From an optimization exercise on the open Yosys and OpenROAD flow, aimed at small area, a short achievable clock period and few clock cycles per item; shortcuts taken in it are not production practice. Function was checked by simulation only, so behaviour that the tests miss may differ from the original.

<file path="flow/design.v">
module fp_round (
    input  wire               sign,
    input  wire signed [11:0] e,
    input  wire        [27:0] m,
    output reg         [31:0] z
);
    reg [27:0] sm;
    reg  [7:0] ef;
    reg        lost;
    reg  [5:0] sh;
    reg [27:0] dropped;
    reg        inc;
    reg [30:0] mag;
    always @* begin
        sm      = m;
        ef      = e[7:0];
        lost    = 1'b0;
        sh      = 6'd0;
        dropped = 28'd0;
        if (e <= 12'sd0) begin
            if (e < -12'sd26) begin
                sm   = 28'd0;
                lost = |m;
            end else begin
                sh      = 6'd1 - e[5:0];
                sm      = m >> sh;
                dropped = m << (6'd28 - sh);
                lost    = |dropped;
            end
            ef = 8'd0;
        end
        inc = sm[3] & (sm[4] | (|sm[2:0]) | lost);
        mag = {ef, sm[26:4]} + {30'd0, inc};
        if (e >= 12'sd255)
            z = {sign, 8'hFF, 23'd0};
        else
            z = {sign, mag};
    end
endmodule
module fp_mul (
    input  wire [31:0] a,
    input  wire [31:0] b,
    output reg  [31:0] z
);
    wire [7:0] ea = a[30:23];
    wire [7:0] eb = b[30:23];
    wire a_nan  = (ea == 8'hFF) && (a[22:0] != 23'd0);
    wire b_nan  = (eb == 8'hFF) && (b[22:0] != 23'd0);
    wire a_inf  = (ea == 8'hFF) && (a[22:0] == 23'd0);
    wire b_inf  = (eb == 8'hFF) && (b[22:0] == 23'd0);
    wire a_zero = (a[30:0] == 31'd0);
    wire b_zero = (b[30:0] == 31'd0);
    wire sign   = a[31] ^ b[31];
    wire [23:0] ma = {ea != 8'd0, a[22:0]};
    wire [23:0] mb = {eb != 8'd0, b[22:0]};
    wire  [8:0] xa = (ea == 8'd0) ? 9'd1 : {1'b0, ea};
    wire  [8:0] xb = (eb == 8'd0) ? 9'd1 : {1'b0, eb};
    wire [47:0] p = ma * mb;
    reg  [5:0] lz;
    reg        found;
    integer    i;
    always @* begin
        lz    = 6'd0;
        found = 1'b0;
        for (i = 47; i >= 0; i = i - 1)
            if (!found && p[i]) begin
                lz    = 6'd47 - i[5:0];
                found = 1'b1;
            end
    end
    wire        [47:0] pn = p << lz;
    wire signed [11:0] e  = $signed({3'd0, xa}) + $signed({3'd0, xb})
                            - 12'sd126 - $signed({6'd0, lz});
    wire        [27:0] m  = {pn[47:21], |pn[20:0]};
    wire        [31:0] r;
    fp_round u_round (.sign(sign), .e(e), .m(m), .z(r));
    always @* begin
        if (a_nan || b_nan || (a_inf && b_zero) || (b_inf && a_zero))
            z = 32'h7FC00000;
        else if (a_inf || b_inf)
            z = {sign, 8'hFF, 23'd0};
        else if (a_zero || b_zero)
            z = {sign, 31'd0};
        else
            z = r;
    end
endmodule
module fp_add (
    input  wire [31:0] a,
    input  wire [31:0] b,
    output reg  [31:0] z
);
    wire a_nan = (a[30:23] == 8'hFF) && (a[22:0] != 23'd0);
    wire b_nan = (b[30:23] == 8'hFF) && (b[22:0] != 23'd0);
    wire a_inf = (a[30:23] == 8'hFF) && (a[22:0] == 23'd0);
    wire b_inf = (b[30:23] == 8'hFF) && (b[22:0] == 23'd0);
    wire        swap = a[30:0] < b[30:0];
    wire [31:0] big  = swap ? b : a;
    wire [31:0] sml  = swap ? a : b;
    wire [23:0] mbig = {big[30:23] != 8'd0, big[22:0]};
    wire [23:0] msml = {sml[30:23] != 8'd0, sml[22:0]};
    wire  [7:0] xbig = (big[30:23] == 8'd0) ? 8'd1 : big[30:23];
    wire  [7:0] xsml = (sml[30:23] == 8'd0) ? 8'd1 : sml[30:23];
    wire  [7:0] d    = xbig - xsml;
    wire        sub  = big[31] ^ sml[31];
    wire [26:0] ma_al     = {mbig, 3'b000};
    wire [26:0] mb_ext = {msml, 3'b000};
    reg  [26:0] mb_al;
    reg  [26:0] mb_lost;
    always @* begin
        mb_lost = 27'd0;
        if (d >= 8'd27)
            mb_al = {26'd0, |mb_ext};
        else begin
            mb_al     = mb_ext >> d;
            mb_lost = mb_ext << (8'd27 - d);
            mb_al[0]  = mb_al[0] | (|mb_lost);
        end
    end
    wire [27:0] sum = sub ? ({1'b0, ma_al} - {1'b0, mb_al}) : ({1'b0, ma_al} + {1'b0, mb_al});
    reg  [4:0] lz;
    reg        found;
    integer    i;
    always @* begin
        lz    = 5'd0;
        found = 1'b0;
        for (i = 27; i >= 0; i = i - 1)
            if (!found && sum[i]) begin
                lz    = 5'd27 - i[4:0];
                found = 1'b1;
            end
    end
    wire        [27:0] sum_n = sum << lz;
    wire signed [11:0] e  = $signed({4'd0, xbig}) + 12'sd1 - $signed({7'd0, lz});
    wire        [31:0] r;
    fp_round u_round (.sign(big[31]), .e(e), .m(sum_n), .z(r));
    always @* begin
        if (a_nan || b_nan || (a_inf && b_inf && (a[31] != b[31])))
            z = 32'h7FC00000;
        else if (a_inf)
            z = a;
        else if (b_inf)
            z = b;
        else if (sum == 28'd0)
            z = {sub ? 1'b0 : big[31], 31'd0};
        else
            z = r;
    end
endmodule
module fp_div (
    input  wire        clk,
    input  wire        rst,
    input  wire        start,
    input  wire [31:0] a,
    input  wire [31:0] b,
    output reg         done,
    output reg  [31:0] z
);
    wire [7:0] ea = a[30:23];
    wire [7:0] eb = b[30:23];
    wire a_nan  = (ea == 8'hFF) && (a[22:0] != 23'd0);
    wire b_nan  = (eb == 8'hFF) && (b[22:0] != 23'd0);
    wire a_inf  = (ea == 8'hFF) && (a[22:0] == 23'd0);
    wire b_inf  = (eb == 8'hFF) && (b[22:0] == 23'd0);
    wire a_zero = (a[30:0] == 31'd0);
    wire b_zero = (b[30:0] == 31'd0);
    wire sign   = a[31] ^ b[31];
    wire [23:0] ma = {ea != 8'd0, a[22:0]};
    wire [23:0] mb = {eb != 8'd0, b[22:0]};
    reg [4:0] lza, lzb;
    reg       fa, fb;
    integer   i;
    always @* begin
        lza = 5'd0;
        lzb = 5'd0;
        fa  = 1'b0;
        fb  = 1'b0;
        for (i = 23; i >= 0; i = i - 1) begin
            if (!fa && ma[i]) begin
                lza = 5'd23 - i[4:0];
                fa  = 1'b1;
            end
            if (!fb && mb[i]) begin
                lzb = 5'd23 - i[4:0];
                fb  = 1'b1;
            end
        end
    end
    wire        [23:0] na = ma << lza;
    wire        [23:0] nb = mb << lzb;
    wire signed [11:0] xa = ((ea == 8'd0) ? 12'sd1 : $signed({4'd0, ea})) - $signed({7'd0, lza});
    wire signed [11:0] xb = ((eb == 8'd0) ? 12'sd1 : $signed({4'd0, eb})) - $signed({7'd0, lzb});
    wire               lt = na < nb;
    localparam IDLE = 2'd0, RUN = 2'd1, PACK = 2'd2;
    reg         [1:0] state;
    reg         [4:0] count;
    reg        [25:0] rem;
    reg        [23:0] dvs;
    reg        [26:0] q;
    reg signed [11:0] qe;
    reg               qs;
    reg               special;
    reg        [31:0] special_z;
    wire        [31:0] r;
    fp_round u_round (.sign(qs), .e(qe), .m({q, rem != 26'd0}), .z(r));
    wire        ge      = rem >= {2'b00, dvs};
    wire [25:0] rem_sub = ge ? (rem - {2'b00, dvs}) : rem;
    always @(posedge clk) begin
        if (rst) begin
            state <= IDLE;
            done  <= 1'b0;
        end else begin
            done <= 1'b0;
            case (state)
                IDLE: if (start) begin
                    qs      <= sign;
                    special <= 1'b1;
                    if (a_nan || b_nan || (a_inf && b_inf) || (a_zero && b_zero))
                        special_z <= 32'h7FC00000;
                    else if (a_inf || b_zero)
                        special_z <= {sign, 8'hFF, 23'd0};
                    else if (a_zero || b_inf)
                        special_z <= {sign, 31'd0};
                    else
                        special <= 1'b0;
                    rem   <= lt ? {1'b0, na, 1'b0} : {2'b00, na};
                    dvs   <= nb;
                    qe    <= xa - xb + (lt ? 12'sd126 : 12'sd127);
                    q     <= 27'd0;
                    count <= 5'd0;
                    state <= RUN;
                end
                RUN: begin
                    q     <= {q[25:0], ge};
                    rem   <= {rem_sub[24:0], 1'b0};
                    count <= count + 5'd1;
                    if (count == 5'd26)
                        state <= PACK;
                end
                PACK: begin
                    z     <= special ? special_z : r;
                    done  <= 1'b1;
                    state <= IDLE;
                end
                default: state <= IDLE;
            endcase
        end
    end
endmodule
module pedais_fx (
    input  wire        clk,
    input  wire        rst,
    input  wire        start,
    input  wire        load,
    input  wire        op,       
    input  wire  [1:0] ksel,     
    input  wire        tone,
    input  wire        lvl,
    input  wire        mix,
    input  wire [31:0] p0,
    input  wire [31:0] p1,
    input  wire [31:0] p2,
    input  wire [31:0] p3,
    input  wire [31:0] x,
    output wire        ready,
    output reg         done,
    output reg  [31:0] y
);
    localparam [31:0] F_ONE  = 32'h3F800000;
    localparam [31:0] F_MONE = 32'hBF800000;
    localparam [31:0] F_TEN  = 32'h41200000;
    localparam [4:0] IDLE      = 5'd0,
                     L_TONE    = 5'd1,
                     L_TONE_W  = 5'd2,
                     L_LVL     = 5'd3,
                     L_LVL_W   = 5'd4,
                     L_MIX     = 5'd5,
                     W_MUL     = 5'd6,
                     W_DIV     = 5'd7,
                     W_DIV_W   = 5'd8,
                     W_TONE    = 5'd9,
                     W_LVL     = 5'd10,
                     W_MIX_A   = 5'd11,
                     W_MIX_B   = 5'd12,
                     W_MIX_C   = 5'd13,
                     C_CMP     = 5'd14,
                     C_DIV     = 5'd15,
                     C_DIV_W   = 5'd16,
                     C_ADD     = 5'd17,
                     C_OUT     = 5'd18;
    reg  [4:0] state;
    reg        c_op, c_tone, c_lvl, c_mix;
    reg  [1:0] c_ksel;
    reg [31:0] c_p0, c_p1, c_p2, c_p3;
    reg [31:0] c_ts;     
    reg [31:0] c_ls;     
    reg [31:0] c_omix;   
    reg [31:0] s_x;
    reg [31:0] acc;
    reg [31:0] tmp;
    assign ready = (state == IDLE);
    function automatic f_gt(input [31:0] a, input [31:0] b);
        reg a_nan, b_nan;
        begin
            a_nan = (a[30:23] == 8'hFF) && (a[22:0] != 23'd0);
            b_nan = (b[30:23] == 8'hFF) && (b[22:0] != 23'd0);
            if (a_nan || b_nan || (a[30:0] == 31'd0 && b[30:0] == 31'd0))
                f_gt = 1'b0;
            else if (a[31] != b[31])
                f_gt = !a[31];
            else if (!a[31])
                f_gt = a[30:0] > b[30:0];
            else
                f_gt = a[30:0] < b[30:0];
        end
    endfunction
    wire [31:0] kf = (c_ksel == 2'd0) ? 32'h41200000 :
                     (c_ksel == 2'd1) ? 32'h41A00000 : 32'h41F00000;
    reg  [31:0] mul_a, mul_b, add_a, add_b, div_a, div_b;
    reg         div_go;
    wire [31:0] mul_z, add_z, div_z;
    wire        div_done;
    fp_mul u_mul (.a(mul_a), .b(mul_b), .z(mul_z));
    fp_add u_add (.a(add_a), .b(add_b), .z(add_z));
    fp_div u_div (.clk(clk), .rst(rst), .start(div_go), .a(div_a), .b(div_b),
                  .done(div_done), .z(div_z));
    wire [31:0] x_abs = {1'b0, s_x[30:0]};
    always @* begin
        mul_a  = acc;
        mul_b  = c_ls;
        add_a  = tmp;
        add_b  = acc;
        div_a  = c_p1;
        div_b  = F_TEN;
        div_go = 1'b0;
        case (state)
            L_TONE:  begin div_a = c_p1; div_go = 1'b1; end
            L_LVL:   begin div_a = c_p2; div_go = 1'b1; end
            L_MIX:   begin add_a = F_ONE; add_b = {~c_p3[31], c_p3[30:0]}; end
            W_MUL:   begin mul_a = s_x; mul_b = c_p0; end
            W_DIV:   begin div_a = acc; div_b = kf; div_go = 1'b1; end
            W_TONE:  begin mul_a = acc; mul_b = c_ts; end
            W_LVL:   begin mul_a = acc; mul_b = c_ls; end
            W_MIX_A: begin mul_a = acc; mul_b = c_p3; end
            W_MIX_B: begin mul_a = s_x; mul_b = c_omix; end
            W_MIX_C: begin add_a = tmp; add_b = acc; end
            C_CMP:   begin
                mul_a = s_x; mul_b = c_ls;
                add_a = x_abs; add_b = {~c_p0[31], c_p0[30:0]};
            end
            C_DIV:   begin div_a = acc; div_b = c_p1; div_go = 1'b1; end
            C_ADD:   begin add_a = c_p0; add_b = acc; end
            C_OUT:   begin mul_a = acc; mul_b = c_ls; end
            default: ;
        endcase
    end
    always @(posedge clk) begin
        if (rst) begin
            state <= IDLE;
            done  <= 1'b0;
        end else begin
            done <= 1'b0;
            case (state)
                IDLE: if (start) begin
                    if (load) begin
                        c_op   <= op;
                        c_ksel <= ksel;
                        c_tone <= tone;
                        c_lvl  <= lvl;
                        c_mix  <= mix;
                        c_p0   <= p0;
                        c_p1   <= p1;
                        c_p2   <= p2;
                        c_p3   <= p3;
                        if (op)
                            state <= L_LVL;
                        else if (tone)
                            state <= L_TONE;
                        else if (lvl)
                            state <= L_LVL;
                        else if (mix)
                            state <= L_MIX;
                        else
                            state <= IDLE;
                    end else begin
                        s_x   <= x;
                        state <= c_op ? C_CMP : W_MUL;
                    end
                end
                L_TONE:   state <= L_TONE_W;
                L_TONE_W: if (div_done) begin
                    c_ts <= div_z;
                    if (c_lvl)
                        state <= L_LVL;
                    else if (c_mix)
                        state <= L_MIX;
                    else
                        state <= IDLE;
                end
                L_LVL:    state <= L_LVL_W;
                L_LVL_W:  if (div_done) begin
                    c_ls <= div_z;
                    if (!c_op && c_mix)
                        state <= L_MIX;
                    else
                        state <= IDLE;
                end
                L_MIX: begin
                    c_omix <= add_z;
                    state  <= IDLE;
                end
                W_MUL: begin
                    acc   <= mul_z;
                    state <= W_DIV;
                end
                W_DIV:   state <= W_DIV_W;
                W_DIV_W: if (div_done) begin
                    if (f_gt(div_z, F_ONE))
                        acc <= F_ONE;
                    else if (f_gt(F_MONE, div_z))
                        acc <= F_MONE;
                    else
                        acc <= div_z;
                    if (c_tone)
                        state <= W_TONE;
                    else if (c_lvl)
                        state <= W_LVL;
                    else if (c_mix)
                        state <= W_MIX_A;
                    else
                        state <= W_MIX_C;
                end
                W_TONE: begin
                    acc <= mul_z;
                    if (c_lvl)
                        state <= W_LVL;
                    else if (c_mix)
                        state <= W_MIX_A;
                    else
                        state <= W_MIX_C;
                end
                W_LVL: begin
                    acc <= mul_z;
                    state <= c_mix ? W_MIX_A : W_MIX_C;
                end
                W_MIX_A: begin
                    tmp   <= mul_z;
                    state <= W_MIX_B;
                end
                W_MIX_B: begin
                    acc   <= mul_z;
                    state <= W_MIX_C;
                end
                W_MIX_C: begin
                    y     <= c_mix ? add_z : acc;
                    done  <= 1'b1;
                    state <= IDLE;
                end
                C_CMP: begin
                    if (f_gt(x_abs, c_p0)) begin
                        acc   <= add_z;
                        state <= C_DIV;
                    end else begin
                        y     <= mul_z;
                        done  <= 1'b1;
                        state <= IDLE;
                    end
                end
                C_DIV:   state <= C_DIV_W;
                C_DIV_W: if (div_done) begin
                    acc   <= div_z;
                    state <= C_ADD;
                end
                C_ADD: begin
                    acc   <= s_x[31] ? {~add_z[31], add_z[30:0]} : add_z;
                    state <= C_OUT;
                end
                C_OUT: begin
                    y     <= mul_z;
                    done  <= 1'b1;
                    state <= IDLE;
                end
                default: state <= IDLE;
            endcase
        end
    end
endmodule
</file>
<file path="flow/run.sh">
#!/bin/bash
# synth_recipe.tcl (not shown) runs the flow's synth.tcl, then flattens the netlist and writes it again
# the make line also repeats each setting of config.mk as NAME=value (left out here)
make -C /OpenROAD-flow-scripts/flow DESIGN_CONFIG=/design/flow/config.mk WORK_HOME=/design/flow/orfs CLKGATE_MAP_FILE= SYNTH_SCRIPT=/design/flow/synth_recipe.tcl finish
</file>
<file path="flow/constraint.sdc">
create_clock -name core_clock -period 25.0 [get_ports {clk}]
set_input_delay 5.0000 -clock core_clock [delete_from_list [all_inputs] [get_ports {clk}]]
set_output_delay 5.0000 -clock core_clock [all_outputs]
set_load 0.01 [all_outputs]
</file>
<file path="flow/config.mk">
export PLATFORM = sky130hd
export DESIGN_NAME = pedais_fx
export DESIGN_NICKNAME = pedais_fx
export VERILOG_FILES = /design/flow/design.v
export SDC_FILE = /design/flow/constraint.sdc
export NUM_CORES = 4
export LEC_CHECK = 0
export CAP_MARGIN = 20
export CORE_MARGIN = 2
export CORE_UTILIZATION = 30
export SLEW_MARGIN = 20
</file>
==> run notes <==
[through the flow]
stage	hold WS (ns)	instances
2_1_floorplan	0.444	9229
3_3_place_gp	0.537	12300
3_5_place_dp	0.548	12300
4_1_cts	0.570	12400
5_1_grt	0.599	12400
6_report	0.571	12400
[metal layers]
| metal | track usage, % | share of wire, % |
|---|---|---|
| met5 | 0 | 0.030 |
| met1 | 36.7 | 41 |
| met2 | 40.7 | 42 |
| met4 | 14.8 | 6.6 |
| met3 | 6.12 | 11 |
[worst max-delay path by stage]
| stage | endpoint | slack [ns] |
|---|---|---|
| 2_1_floorplan | acc[24] | 6.50 |
| 3_3_place_gp | y[27] | 3.00 |
| 3_5_place_dp | y[27] | 2.69 |
| 4_1_cts | y[27] | 2.65 |
| 5_1_grt | y[27] | 0.61 |
| 6_report | y[27] | 2.05 |
[area by class of cell]
class | count | area share [%]
multi-input cells | 7320 | 66.0
flip-flops and latches | 498 | 18.1
well taps | 3220 | 4.92
repair buffers | 439 | 4.70
inverters | 849 | 3.89
clock buffers | 62 | 1.71
clock inverters | 37 | 0.566
diodes | 12 | 0.0366
[flip-flops by register name (all words and copies together), names as in the netlist, 2 cells and up]
register / flops
u_div.z: 32
c_p3: 32
u_div.state: 2
c_p0: 32
c_ksel: 2
s_x: 32
c_ls: 32
state: 5
tmp: 32
u_div.rem: 26
c_ts: 32
u_div.dvs: 24
c_omix: 32
u_div.q: 27
u_div.special_z: 3
c_p1: 32
u_div.qe: 12
acc: 32
y: 32
c_p2: 32
u_div.count: 5
[critical path, delay by kind of cell, from the launching register on]
| kind | cells | cell delay [ns] |
|---|---|---|
| buf+inv | 10 | 2.45 |
| xor+xnor | 2 | 0.48 |
| compound gates | 32 | 9.23 |
| simple gates | 26 | 7.91 |
| flops | 1 | 0.61 |
| fa+ha+maj | 5 | 1.93 |
[synth_stat cells (90+ instances only)]
cell and number:
sky130_fd_sc_hd__o21ai_0 404, sky130_fd_sc_hd__edfxtp_1 489, sky130_fd_sc_hd__o211ai_1 102, sky130_fd_sc_hd__fa_1 500, sky130_fd_sc_hd__nor3_1 264, sky130_fd_sc_hd__nor2_1 925
sky130_fd_sc_hd__a22oi_1 175, sky130_fd_sc_hd__mux2i_1 210, sky130_fd_sc_hd__a211oi_1 137, sky130_fd_sc_hd__nand3_1 240, sky130_fd_sc_hd__and3_1 90, sky130_fd_sc_hd__nand2_1 1059
sky130_fd_sc_hd__clkbuf_1 455, sky130_fd_sc_hd__ha_1 400, sky130_fd_sc_hd__inv_1 832, sky130_fd_sc_hd__xnor2_1 148, sky130_fd_sc_hd__a21o_1 124, sky130_fd_sc_hd__nor4_1 122
sky130_fd_sc_hd__nand4_1 111, sky130_fd_sc_hd__a21oi_1 625, sky130_fd_sc_hd__and2_1 129
[cells by family after synthesis]
| logic type | count (synthesis) | share of synthesized area (%) |
|---|---|---|
| fa+ha+maj | 900 | 20.3 |
| xor+xnor | 225 | 2.70 |
| flops | 498 | 20.1 |
| mux | 329 | 5.17 |
| simple gates | 3325 | 20.9 |
| buf+inv | 1411 | 7.35 |
| compound gates | 2541 | 23.5 |
==> run notes <==
buffers inserted during post-CTS setup optimization=0; mean number of vias per cell=6.20; Final Setup Violations=0; global-route wire length before repair=516 mm; total negative setup slack=0 ns; number of antenna violations at the first check in global routing=28; kind of launch point of the worst setup path=flip-flop; pin count of the biggest net entering global routing=67; effective utilization at floorplan=30.1%; area of the die=251000 um^2; worst setup skew after layout=0.0426 ns; DRT Wirelength=357 mm; total area of sequential cells=14900 um^2; arrival time of data at the critical path endpoint=23.37 ns; most frequent standard cell in the layout excluding fill and tap cells=sky130_fd_sc_hd__nand2_1; startpoint of the worst-slack reg-to-reg timing path=state[1]; Vert. Die Dim=501 um; estimated wirelength of the detail-placed design=281 mm; critical path startpoint=state[1]; leading area contributor after synthesis=sky130_fd_sc_hd__edfxtp_1; Util after Layout=33.4%; via count of the first global-routing pass=73900; final max-slew violation count=0; Root Driver=sky130_fd_sc_hd__clkbuf_16; total gr overflow=0; EDFF count, synth=489; routability congestion estimate=1.04; Post-Place Worst Slack=2.69 ns; cell depth of the worst hold path=1; path type of the worst min-delay path=flip-flop to flip-flop; cell area after placement=80000 um^2; post-synthesis async set-or-reset flop share=0%; Final Hold Viols=0; worst reg-to-reg setup slack=2.05 ns; post-route antenna net violation count=0; GRT Total Usage=27.4%; Most Frequent Cell on Critical Path=sky130_fd_sc_hd__a211oi_1; quantity of gates resized following cts=0; top-level port count=204; count of TritonRoute iterations in the first routing pass=10; achievable clock frequency=43.6 MHz; share of the synthesized area in the top cell type=19.8%; Iteration-0 DRC Markers=11200; endpoint type of the worst setup path=flip-flop; CTS tree=built; number of max-cap violations=0; mean area per synthesized cell=8.02 um^2; most frequent cells in the layout=sky130_fd_sc_hd__nand2_1, sky130_fd_sc_hd__nor2_1, sky130_fd_sc_hd__inv_1; CP max FO=62; Worst Path Class, Setup=flip-flop to flip-flop; Final period util=91.8%; fraction of final layout cells sized beyond drive strength 1=7.21%; Max-slew headroom=13.4%; fillers=25700; run status=no timing/DRC/antenna violations; CTS clock-pin slew for the worst setup and hold paths=0.07 ns; via total after detailed routing=77100; Wirelength per Cell=28.7 um; signed area change from the synthesized netlist to the final layout=10.7%; Nets=10200; final critical path time including I/O delays and setup=22.95 ns; area of the multi-input gates=54100 um^2; number of buffers inserted by port buffering=203; sequential cell area fraction in the yosys report=20.1%; Slowest cell on crit path=sky130_fd_sc_hd__a211oi_4; count of state elements after synthesis=498; Primary FF master, synth=sky130_fd_sc_hd__edfxtp_1; Ys Warns=5; R2R depth=75; start point of the worst min-delay path=u_div.special_z[31]; Mapped Cells=9229; setup repair after global routing missed its margin=false; summed area of non-filler cells in the final layout=82000 um^2; CTS H-tree lvls=2; area of the core=246000 um^2; net count of the mapped netlist=10300; standard-cell rows=182; number of DRC violations after detailed routing=0; Max Root-Sink Buffers=3; number of buffers created by CTS=54; leading cell types by total area after synthesis=sky130_fd_sc_hd__edfxtp_1, sky130_fd_sc_hd__fa_1, sky130_fd_sc_hd__ha_1; count of different cell masters after synthesis=123; worst hold endpoint=u_div.z[31]; Crit Reg-Reg Endpoint=y[27]; Syn Std Cell Area=74100 um^2; CP required=25.42 ns; die span in x=501 um; sinks on the clock net=498; worst skew pair latency=0.68 ns; smallest setup slack after layout=2.05 ns; slew at the pin closest to its max-slew limit=1.29 ns; Post-CTS Hold Fix Bufs=0; largest incremental delay on the critical path=0.81 ns
Testbench counts, summed over its fixed seeds: cycles 82,100, items 2,945.

==> afterwards: timing with drivers on the ports <==
Ports are ideal in the flow. The routed layout listed here was re-timed in OpenROAD.
Step 1: set_driving_cell puts a clkbuf_16 on clk and a buf_2 on each other input, an assumption about the parent block.
Step 2 adds t to the input delays and takes it off the output delays; t is the mean of the earliest and latest rising clock arrival at the registers after step 1. Input paths then give back, and output paths get back, about the clock's delay inside the block.
Three values: ideal, step 1, step 2; two values: the first two.
shift t [ns]: 0.728
slack for setup (ns): 2.045 / 2.045 / 2.045
worst setup path after step 2: register to register
latest minus earliest clock arrival (ns): 0.044 / 0.043
worst register clock-pin slew, ns: 0.08 / 0.08
After both steps setup and hold are still met in this run. The setup slack of this run moves by 0.000 ns with the drivers and by 0.000 ns with both steps.
